This is an optimization exercise on Yosys and OpenROAD, whose aim is a short achievable clock period and few clock cycles, not a production implementation. In this exercise RTL edits were held to simulation tests only and were not proved equivalent to the original. Power figures rest on the tool's default switching activity, not on a simulated workload.

$ cat design/flow/run.sh
#!/bin/bash
# synth_recipe.tcl (not shown) runs the flow's synth.tcl, then flattens the netlist and writes it again
# the make line also repeats each setting of config.mk as NAME=value (left out here)
make -C /OpenROAD-flow-scripts/flow DESIGN_CONFIG=/design/flow/config.mk WORK_HOME=/design/flow/orfs CLKGATE_MAP_FILE= SYNTH_SCRIPT=/design/flow/synth_recipe.tcl finish
$ cat design/flow/config.mk
export PLATFORM = sky130hd
export DESIGN_NAME = lf_core
export DESIGN_NICKNAME = lf_core
export VERILOG_FILES = /design/flow/design.v
export SDC_FILE = /design/flow/constraint.sdc
export NUM_CORES = 4
export LEC_CHECK = 0
export CAP_MARGIN = 20
export CORE_MARGIN = 2
export CORE_UTILIZATION = 40
export SLEW_MARGIN = 20
$ cat design/flow/constraint.sdc
create_clock -name core_clock -period 6.0 [get_ports {clk}]
set_input_delay 1.2000 -clock core_clock [delete_from_list [all_inputs] [get_ports {clk}]]
set_output_delay 1.2000 -clock core_clock [all_outputs]
set_load 0.01 [all_outputs]
$ cat design/flow/design.v
module lf_core (
    input  wire        clk,
    input  wire        rst,         
    input  wire        in_valid,
    input  wire [15:0] in_word,
    output wire        in_ready,
    output reg         out_valid,
    output reg  [2:0]  out_kind,
    output reg  [4:0]  out_addr,
    output reg  [15:0] out_data,
    output wire        busy
);
    localparam [2:0] EV_REFUSE = 3'd0;
    localparam [2:0] EV_DUTY   = 3'd1;
    localparam [2:0] EV_CONV   = 3'd2;
    localparam [2:0] EV_DISP   = 3'd3;
    localparam [2:0] EV_START  = 3'd4;
    localparam [2:0] EV_PAUSE  = 3'd5;
    localparam [2:0] EV_SLEEP  = 3'd6;
    localparam [2:0] EV_READ   = 3'd7;
    localparam S_DISP = 0;
    localparam S_BTN  = 1;
    localparam S_ADC  = 2;
    localparam S_QED  = 3;
    localparam S_DBT  = 4;
    localparam S_CTRL = 5;
    localparam S_OBS  = 6;
    localparam [11:0] CUTOFF = 12'd3500;
    localparam [7:0]  THRESH = 8'd10;
    reg [1:0]  lines0, lines1;
    reg [3:0]  hist0, hist1;
    reg [15:0] count0, count1;
    reg [1:0]  cur, nxt, rc;
    reg [2:0]  acc, lp, dacc;
    reg [11:0] sample_reg;
    reg        adf, conv_busy;
    reg [3:0]  conv_ch;
    reg [7:0]  lost, stop;
    reg [7:0]  duty_r, duty_l;
    reg        btn_line, db_state, db_dir, dbt_armed;
    reg        go, go_prev;
    reg [6:0]  pend_l;      
    reg [6:0]  en;
    reg        sleeping;
    wire       qpend0 = (lines0 != hist0[1:0]);
    wire       qpend1 = (lines1 != hist1[1:0]);
    wire [6:0] pend   = {pend_l[6:4], qpend0 | qpend1, pend_l[2:0]};
    wire [6:0] svc    = sleeping ? 7'd0 : (pend & en);
    wire       trip_lost = (lost > THRESH);
    wire       trip_stop = (stop > THRESH);
    assign busy     = |svc;
    assign in_ready = ~busy;
    function [1:0] qtab;    
        input [3:0] i;
        begin
            case (i)
                4'd1, 4'd7, 4'd8, 4'd14:  qtab = 2'b10;
                4'd2, 4'd4, 4'd11, 4'd13: qtab = 2'b11;
                default:                  qtab = 2'b00;
            endcase
        end
    endfunction
    reg [15:0] rdata;
    always @* begin
        rdata = 16'd0;
        case (in_word[4:0])
            5'h00: rdata = count0;
            5'h01: rdata = count1;
            5'h02: rdata = {4'd0, lines1, lines0, hist1, hist0};
            5'h03: rdata = {2'd0, conv_busy, adf, dacc, acc, rc, nxt, cur};
            5'h04: rdata = {13'd0, lp};
            5'h05: rdata = {4'd0, sample_reg};
            5'h06: rdata = {stop, lost};
            5'h07: rdata = {7'd0, 1'b0, btn_line, dbt_armed, db_dir, db_state,
                            go_prev, go, trip_stop, trip_lost};
            5'h08: rdata = {9'd0, pend};
            5'h09: rdata = {9'd0, en};
            5'h0A: rdata = {duty_l, duty_r};
            5'h0B: rdata = {8'd0, 2'd0, nxt, conv_ch};
            5'h0C: rdata = {8'd0, 2'd2 - cur, cur, 2'd0, cur};
            default: rdata = 16'd0;
        endcase
    end
    wire [15:0] w = in_word;
    wire is_enc    = (w & 16'hFEFC) == 16'h1000;
    wire is_btn    = (w & 16'hFFFE) == 16'h2000;
    wire is_adc    = (w[15:12] == 4'h3);
    wire is_tobs   = (w == 16'h4000);
    wire is_tctrl  = (w == 16'h4001);
    wire is_tdisp  = (w == 16'h4002);
    wire is_dbt    = (w == 16'h4003);
    wire is_sync   = (w == 16'h7000);
    wire is_sample = (w == 16'h8000);
    wire is_goedge = (w == 16'h9000);
    wire is_recov  = (w == 16'hA000);
    wire is_sleep  = (w == 16'hB000);
    wire is_rearm  = (w == 16'hC000);
    wire is_read   = (w & 16'hFFE0) == 16'hD000;
    wire is_seten  = (w & 16'hFF80) == 16'hE000;
    wire legal = is_enc | is_btn | is_adc | is_tobs | is_tctrl | is_tdisp |
                 is_dbt | is_sync | is_sample | is_goedge | is_recov |
                 is_sleep | is_rearm | is_read | is_seten;
    wire is_host  = w[15];
    wire is_timed = is_tobs | is_tctrl | is_tdisp | is_dbt | is_adc;
    reg [2:0] refuse;
    always @* begin
        if (!legal)                          refuse = 3'd1;
        else if (is_host && sleeping)        refuse = 3'd2;
        else if (is_timed && sleeping)       refuse = 3'd5;
        else if (is_adc && !conv_busy)       refuse = 3'd3;
        else if (is_dbt && !dbt_armed)       refuse = 3'd4;
        else if (is_read && w[4:0] > 5'h0C)  refuse = 3'd6;
        else                                 refuse = 3'd0;
    end
    reg [1:0]  n_lines0, n_lines1;
    reg [3:0]  n_hist0, n_hist1;
    reg [15:0] n_count0, n_count1;
    reg [1:0]  n_cur, n_nxt, n_rc;
    reg [2:0]  n_acc, n_lp, n_dacc;
    reg [11:0] n_sample_reg;
    reg        n_adf, n_conv_busy;
    reg [3:0]  n_conv_ch;
    reg [7:0]  n_lost, n_stop, n_duty_r, n_duty_l;
    reg        n_btn_line, n_db_state, n_db_dir, n_dbt_armed, n_go, n_go_prev;
    reg [6:0]  n_pend_l, n_en;
    reg        n_sleeping;
    reg        ev_valid;
    reg [2:0]  ev_kind;
    reg [4:0]  ev_addr;
    reg [15:0] ev_data;
    reg [3:0]  qi;
    reg [1:0]  qd;
    reg [1:0]  rc_inc;
    reg        bit_b;
    reg        wake_any;
    always @* begin
        n_lines0 = lines0;   n_lines1 = lines1;
        n_hist0 = hist0;     n_hist1 = hist1;
        n_count0 = count0;   n_count1 = count1;
        n_cur = cur; n_nxt = nxt; n_rc = rc;
        n_acc = acc; n_lp = lp; n_dacc = dacc;
        n_sample_reg = sample_reg;
        n_adf = adf; n_conv_busy = conv_busy; n_conv_ch = conv_ch;
        n_lost = lost; n_stop = stop; n_duty_r = duty_r; n_duty_l = duty_l;
        n_btn_line = btn_line; n_db_state = db_state; n_db_dir = db_dir;
        n_dbt_armed = dbt_armed; n_go = go; n_go_prev = go_prev;
        n_pend_l = pend_l; n_en = en; n_sleeping = sleeping;
        ev_valid = 1'b0; ev_kind = EV_REFUSE; ev_addr = 5'd0; ev_data = 16'd0;
        qi = 4'd0; qd = 2'd0; rc_inc = 2'd0; bit_b = 1'b0; wake_any = 1'b0;
        if (busy) begin
            if (svc[S_DISP]) begin
                n_pend_l[S_DISP] = 1'b0;
                ev_valid = 1'b1; ev_kind = EV_DISP; ev_data = {13'd0, dacc};
            end else if (svc[S_BTN]) begin
                n_pend_l[S_BTN] = 1'b0;
                n_db_state  = 1'b1;
                n_en[S_BTN] = 1'b0;
                n_dbt_armed = 1'b1;
                n_pend_l[S_DBT] = 1'b0;
            end else if (svc[S_ADC]) begin
                n_pend_l[S_ADC] = 1'b0;
                n_adf       = 1'b1;
                n_conv_busy = 1'b1;
                n_conv_ch   = {2'd0, nxt};
                ev_valid = 1'b1; ev_kind = EV_CONV; ev_data = {14'd0, nxt};
            end else if (svc[S_QED]) begin
                if (qpend0) begin
                    qi = {hist0[1:0], lines0};
                    qd = qtab(qi);
                    n_hist0 = qi;
                    if (qd[1]) n_count0 = qd[0] ? count0 - 16'd1 : count0 + 16'd1;
                end
                if (qpend1) begin
                    qi = {hist1[1:0], lines1};
                    qd = qtab(qi);
                    n_hist1 = qi;
                    if (qd[1]) n_count1 = qd[0] ? count1 - 16'd1 : count1 + 16'd1;
                end
            end else if (svc[S_DBT]) begin
                n_pend_l[S_DBT] = 1'b0;
                if (db_state) begin
                    if (btn_line == db_dir) n_go = ~go;
                    n_db_state  = 1'b0;
                    n_en[S_BTN] = 1'b1;
                    if (!en[S_BTN]) n_pend_l[S_BTN] = 1'b0;
                end
            end else if (svc[S_CTRL]) begin
                n_pend_l[S_CTRL] = 1'b0;
                if (go) begin
                    case (lp)
                        3'b000, 3'b101: n_lost = (lost == 8'hFF) ? lost : lost + 8'd1;
                        3'b111:         n_stop = (stop == 8'hFF) ? stop : stop + 8'd1;
                        default: begin
                            case (lp)
                                3'b001:  begin n_duty_r = 8'd50; n_duty_l = 8'd0;  end
                                3'b010:  begin n_duty_r = 8'd25; n_duty_l = 8'd25; end
                                3'b011:  begin n_duty_r = 8'd35; n_duty_l = 8'd15; end
                                3'b100:  begin n_duty_r = 8'd0;  n_duty_l = 8'd50; end
                                default: begin n_duty_r = 8'd15; n_duty_l = 8'd35; end
                            endcase
                            n_lost = 8'd0;
                            n_stop = 8'd0;
                            ev_valid = 1'b1; ev_kind = EV_DUTY;
                            ev_data = {n_duty_l, n_duty_r};
                        end
                    endcase
                end
            end else begin
                n_pend_l[S_OBS] = 1'b0;
            end
        end else if (in_valid) begin
            if (refuse != 3'd0) begin
                ev_valid = 1'b1; ev_kind = EV_REFUSE; ev_data = {13'd0, refuse};
            end else begin
                if (is_enc) begin
                    if (w[8]) n_lines1 = w[1:0];
                    else      n_lines0 = w[1:0];
                end
                if (is_btn) begin
                    n_btn_line = w[0];
                    if (en[S_BTN] && !pend_l[S_BTN] && (w[0] != btn_line)) begin
                        n_pend_l[S_BTN] = 1'b1;
                        n_db_dir = w[0];
                    end
                end
                if (is_adc) begin
                    n_sample_reg = w[11:0];
                    n_conv_busy  = 1'b0;
                    n_pend_l[S_ADC] = 1'b1;
                end
                if (is_tobs)  n_pend_l[S_OBS]  = 1'b1;
                if (is_tctrl) n_pend_l[S_CTRL] = 1'b1;
                if (is_tdisp) n_pend_l[S_DISP] = 1'b1;
                if (is_dbt) begin
                    n_dbt_armed = 1'b0;
                    n_pend_l[S_DBT] = 1'b1;
                end
                if (is_sample && adf) begin
                    n_adf = 1'b0;
                    if (nxt != cur) begin
                        n_cur = nxt;
                        n_rc  = 2'd0;
                        if (nxt == 2'd0) begin
                            n_lp  = acc;
                            n_acc = 3'b000;
                        end
                    end
                    rc_inc = n_rc + 2'd1;
                    n_rc = rc_inc;
                    if (rc_inc == 2'd2) begin
                        bit_b = (sample_reg >= CUTOFF);
                        n_acc[n_cur]         = bit_b;
                        n_dacc[2'd2 - n_cur] = bit_b;
                        n_nxt = (n_cur == 2'd2) ? 2'd0 : n_cur + 2'd1;
                    end
                end
                if (is_goedge && (go != go_prev)) begin
                    ev_valid = 1'b1; ev_kind = go ? EV_START : EV_PAUSE;
                    n_go_prev = go;
                end
                if (is_recov) begin
                    n_go = 1'b0; n_go_prev = 1'b0;
                    n_lost = 8'd0; n_stop = 8'd0;
                end
                if (is_sleep) begin
                    ev_valid = 1'b1; ev_kind = EV_SLEEP;
                    n_sleeping = 1'b1;
                end
                if (is_rearm) begin
                    n_adf = 1'b0;
                    n_pend_l[S_ADC] = 1'b0;
                    n_conv_busy = 1'b1;
                    n_conv_ch = {2'd0, nxt};
                    ev_valid = 1'b1; ev_kind = EV_CONV; ev_data = {14'd0, nxt};
                end
                if (is_read) begin
                    ev_valid = 1'b1; ev_kind = EV_READ;
                    ev_addr = w[4:0]; ev_data = rdata;
                end
                if (is_seten) begin
                    n_en = w[6:0];
                    if (en[S_BTN] != w[S_BTN]) n_pend_l[S_BTN] = 1'b0;
                end
                if (sleeping) begin
                    wake_any = |({n_pend_l[6:4],
                                  (n_lines0 != n_hist0[1:0]) | (n_lines1 != n_hist1[1:0]),
                                  n_pend_l[2:0]} & n_en);
                    if (wake_any) n_sleeping = 1'b0;
                end
            end
        end
    end
    always @(posedge clk) begin
        if (rst) begin
            lines0 <= 2'd0; lines1 <= 2'd0;
            hist0 <= 4'd0;  hist1 <= 4'd0;
            count0 <= 16'd0; count1 <= 16'd0;
            cur <= 2'd0; nxt <= 2'd0; rc <= 2'd0;
            acc <= 3'd0; lp <= 3'd0; dacc <= 3'd0;
            sample_reg <= 12'd0;
            adf <= 1'b0; conv_busy <= 1'b0; conv_ch <= 4'd0;
            lost <= 8'd0; stop <= 8'd0; duty_r <= 8'd0; duty_l <= 8'd0;
            btn_line <= 1'b0; db_state <= 1'b0; db_dir <= 1'b0;
            dbt_armed <= 1'b0; go <= 1'b0; go_prev <= 1'b0;
            pend_l <= 7'd0; en <= 7'd0; sleeping <= 1'b0;
            out_valid <= 1'b0; out_kind <= 3'd0; out_addr <= 5'd0; out_data <= 16'd0;
        end else begin
            lines0 <= n_lines0; lines1 <= n_lines1;
            hist0 <= n_hist0;   hist1 <= n_hist1;
            count0 <= n_count0; count1 <= n_count1;
            cur <= n_cur; nxt <= n_nxt; rc <= n_rc;
            acc <= n_acc; lp <= n_lp; dacc <= n_dacc;
            sample_reg <= n_sample_reg;
            adf <= n_adf; conv_busy <= n_conv_busy; conv_ch <= n_conv_ch;
            lost <= n_lost; stop <= n_stop; duty_r <= n_duty_r; duty_l <= n_duty_l;
            btn_line <= n_btn_line; db_state <= n_db_state; db_dir <= n_db_dir;
            dbt_armed <= n_dbt_armed; go <= n_go; go_prev <= n_go_prev;
            pend_l <= n_pend_l; en <= n_en; sleeping <= n_sleeping;
            out_valid <= ev_valid;
            out_kind  <= ev_valid ? ev_kind : 3'd0;
            out_addr  <= ev_valid ? ev_addr : 5'd0;
            out_data  <= ev_valid ? ev_data : 16'd0;
        end
    end
endmodule
==> impl_metrics.ini <==
[outcome]
run_status = timing/DRC/antenna clean

[flow_run]
maxCapViolCount = 0

[logic_synthesis]
synth_area_leader_cell = dfxtp_1
yosys-top-cells-area = dfxtp_1, ha_1, a21oi_1
muxShareOfSynthArea_pct = 3.90
synth_nets = 1250
synth_top_area_share_pct = 30.9
synth_edf_count = 0
synth_area_um2 = 9530
synth_top_family_by_area = compound AO/OA/AOI/OAI gates
synth-simple-area-share_pct = 24.3
synthCells = 1185
async_reset_ff_share_pct = 0
synth_cell_types = 87
synthXorXnorAreaFrac_pct = 3.86
ys_ff_latch = 147
ys_seq_area_share_pct = 30.9
avgSynthCellArea_um2 = 8.05
synthAdderAreaFrac_pct = 6.19
synth_compound_area_share_pct = 26.2
yosysWarnings = 1
ys.flop_type = dfxtp_1

[grt]
grt_pass1_wl_um = 51400
antenna_found_initial = 0
grt_usage_pct = 27.1
grt_pass1_vias = 8820
gr-total-overflow = 0
grt_max_degree = 60

[power]
powerDensity_nw_per_um2 = 210
irDropWorstVdd_uv = 150
p_leak_uw = 0.00388

[detailed_routing]
drtAntennaViolNets = 0
routed_wl_um = 33400
dr.pass1.iters = 6
avgRoutedWirePerCell_um = 22.0
drc = 0
dr.first_iter.drc_count = 1133
dr_total_vias = 9397
via_per_inst = 6.17

[placed_design]
dp.cells = 1490
place.gp.congestion = 0.947
io_buffers = 45
place_area_um2 = 10200
dp_hpwl_um = 24300
preCtsSetupSlack_ps = 1310

[setup_path]
cp-start-kind = register
critPathRequiredTime_ps = 6320
cp_data_arrival_time_ps = 4930
cp_max_fo = 17
path_class = register to register
cp-end-kind = register

[clock_tree]
clk_latency_ps = 440
clk_pin_slew_ps = 60
cts_root_buffer = clkbuf_16
numCtsBuffers = 17
cts_buffer_depth = 2
cts_tree = done
cts.htree.levels = 4
post_cts_resized = 0
hold_buffers = 0
cts_setup_buffers = 0
cts_sinks = 147

[final_layout]
final_area_um2 = 10800
final_cell_mix = dfxtp_1, nand2_1, nor2_1
synthToLayoutAreaGrowth_pct = 13.6
nNetsFinal = 1255
final_common_cell = dfxtp_1
antenna_cells = 0
drive_gt1_share_pct = 8.56
layoutNonFillerInstCount = 1522
reg_top3 = count0 (16), count1 (16), out_data (16)

[die]
core-area_um2 = 23400
start_util_pct = 40.7
die_w_um = 158
rows = 56
die_h_um = 158
die-area_um2 = 25100
ioPinCount = 46

[timing]
period_share_pct = 76.8
worst_pin_slew_ps = 1210
slew-limit-headroom_pct = 18.7
rsz0062_at_grt = false
finalHoldViolations = 0
drv_slew = 0
fmax_mhz = 217
worst_slack_ps = 1390
min_period_ps = 4610
fin_skew_ps = 9.36
setup_viol = 0
whs_ps = 455
tns_ps = 0

[hold_path]
hp-class = register to register
==> critical path: stages, from the launching register on <==
cell and delay, ps:
dfxtp_1 550, inv_1 140, ha_1 200, mux4_2 700
fa_1 490, a21o_1 190, a21o_1 200, a2111oi_0 550
o31ai_1 200, a2111oi_0 690, o31ai_1 190, o311ai_0 370
==> worst paths after layout <==
kind                     startpoint                 endpoint  slack [ps]  cells past startpoint
min reg2reg  duty_l[4]$_SDFFE_PP0P_   duty_l[4]$_SDFFE_PP0P_         460                      2
max          lines1[1]$_SDFFE_PP0P_  count1[14]$_SDFFE_PP0P_        1390                     11
max reg2reg  lines1[1]$_SDFFE_PP0P_  count1[14]$_SDFFE_PP0P_        1390                     11
min          duty_l[4]$_SDFFE_PP0P_   duty_l[4]$_SDFFE_PP0P_         460                      2
==> power by group <==
group / switching, µW / internal, µW
registers: 0.991 / 977
clock network: 482 / 714
logic: 68.2 / 26.8
total: 551 / 1720
==> synth_stat cells, types with 15 or more instances <==
| cell type | instances |
|---|---|
| a21o_1 | 17 |
| a21oi_1 | 89 |
| a22oi_1 | 38 |
| and3_1 | 28 |
| buf_2 | 15 |
| clkbuf_1 | 57 |
| dfxtp_1 | 147 |
| ha_1 | 44 |
| inv_1 | 26 |
| mux2i_1 | 27 |
| nand2_1 | 117 |
| nand3_1 | 35 |
| nor2_1 | 109 |
| nor3_1 | 30 |
| o21ai_0 | 70 |
| o311ai_0 | 15 |
| xnor2_1 | 34 |
==> routing by layer <==
metal  wire, µm  global-route usage [%]
met1      14600                    36.6
met2      14800                    42.0
met3       2600                    4.65
met4       1360                    12.6
met5          0                       0
==> final cells by class <==
class | count | area (µm²)
repair buffers | 64 | 591
multi-input cells | 933 | 6150
flip-flops and latches | 147 | 2940
inverters | 27 | 101
clock buffers | 18 | 439
fillers | 2399 | 12600
well taps | 319 | 399
clock inverters | 14 | 200
==> stage by stage <==
step | power (µW) | utilization, %
2_1_floorplan | 1050 | -
3_3_place_gp | 1090 | 43.5
3_5_place_dp | 1090 | 43.5
4_1_cts | 2270 | 46.3
5_1_grt | 2320 | 46.3
6_report | 2270 | 46.3
==> kinds of logic after synthesis <==
family / Yosys count
muxes: 34
buffers and inverters: 105
AOI/OAI and AO/OA: 370
and+or+nand+nor: 440
xor gates and xnor gates: 42
DFF: 147
other: 1
adders and majority gates: 46
Testbench counts, summed over its fixed seeds: cycles 32,447.

-- what the ideal ports hide --
The flow's constraints put no driver on any port. The routed layout listed below was extracted and timed again, unchanged, in two steps.
Step 1 assumes that a clkbuf_16 drives the clock port and a buf_2 every other input.
Step 2 times the ports against the registers' clock, not the clock port: input delays grow and output delays shrink by t, the midpoint of the rising clock arrivals with the driver on.
a / b / c = no drivers / after step 1 / after step 2; a / b = the first two.
t (ns): 0.488
slack for setup (ns): 1.395 / 1.395 / 1.147
worst register clock-pin slew, ns: 0.07 / 0.07
After both steps setup and hold are still met in this run. The setup slack of this run moves by 0.000 ns with the drivers and by -0.248 ns with both steps.
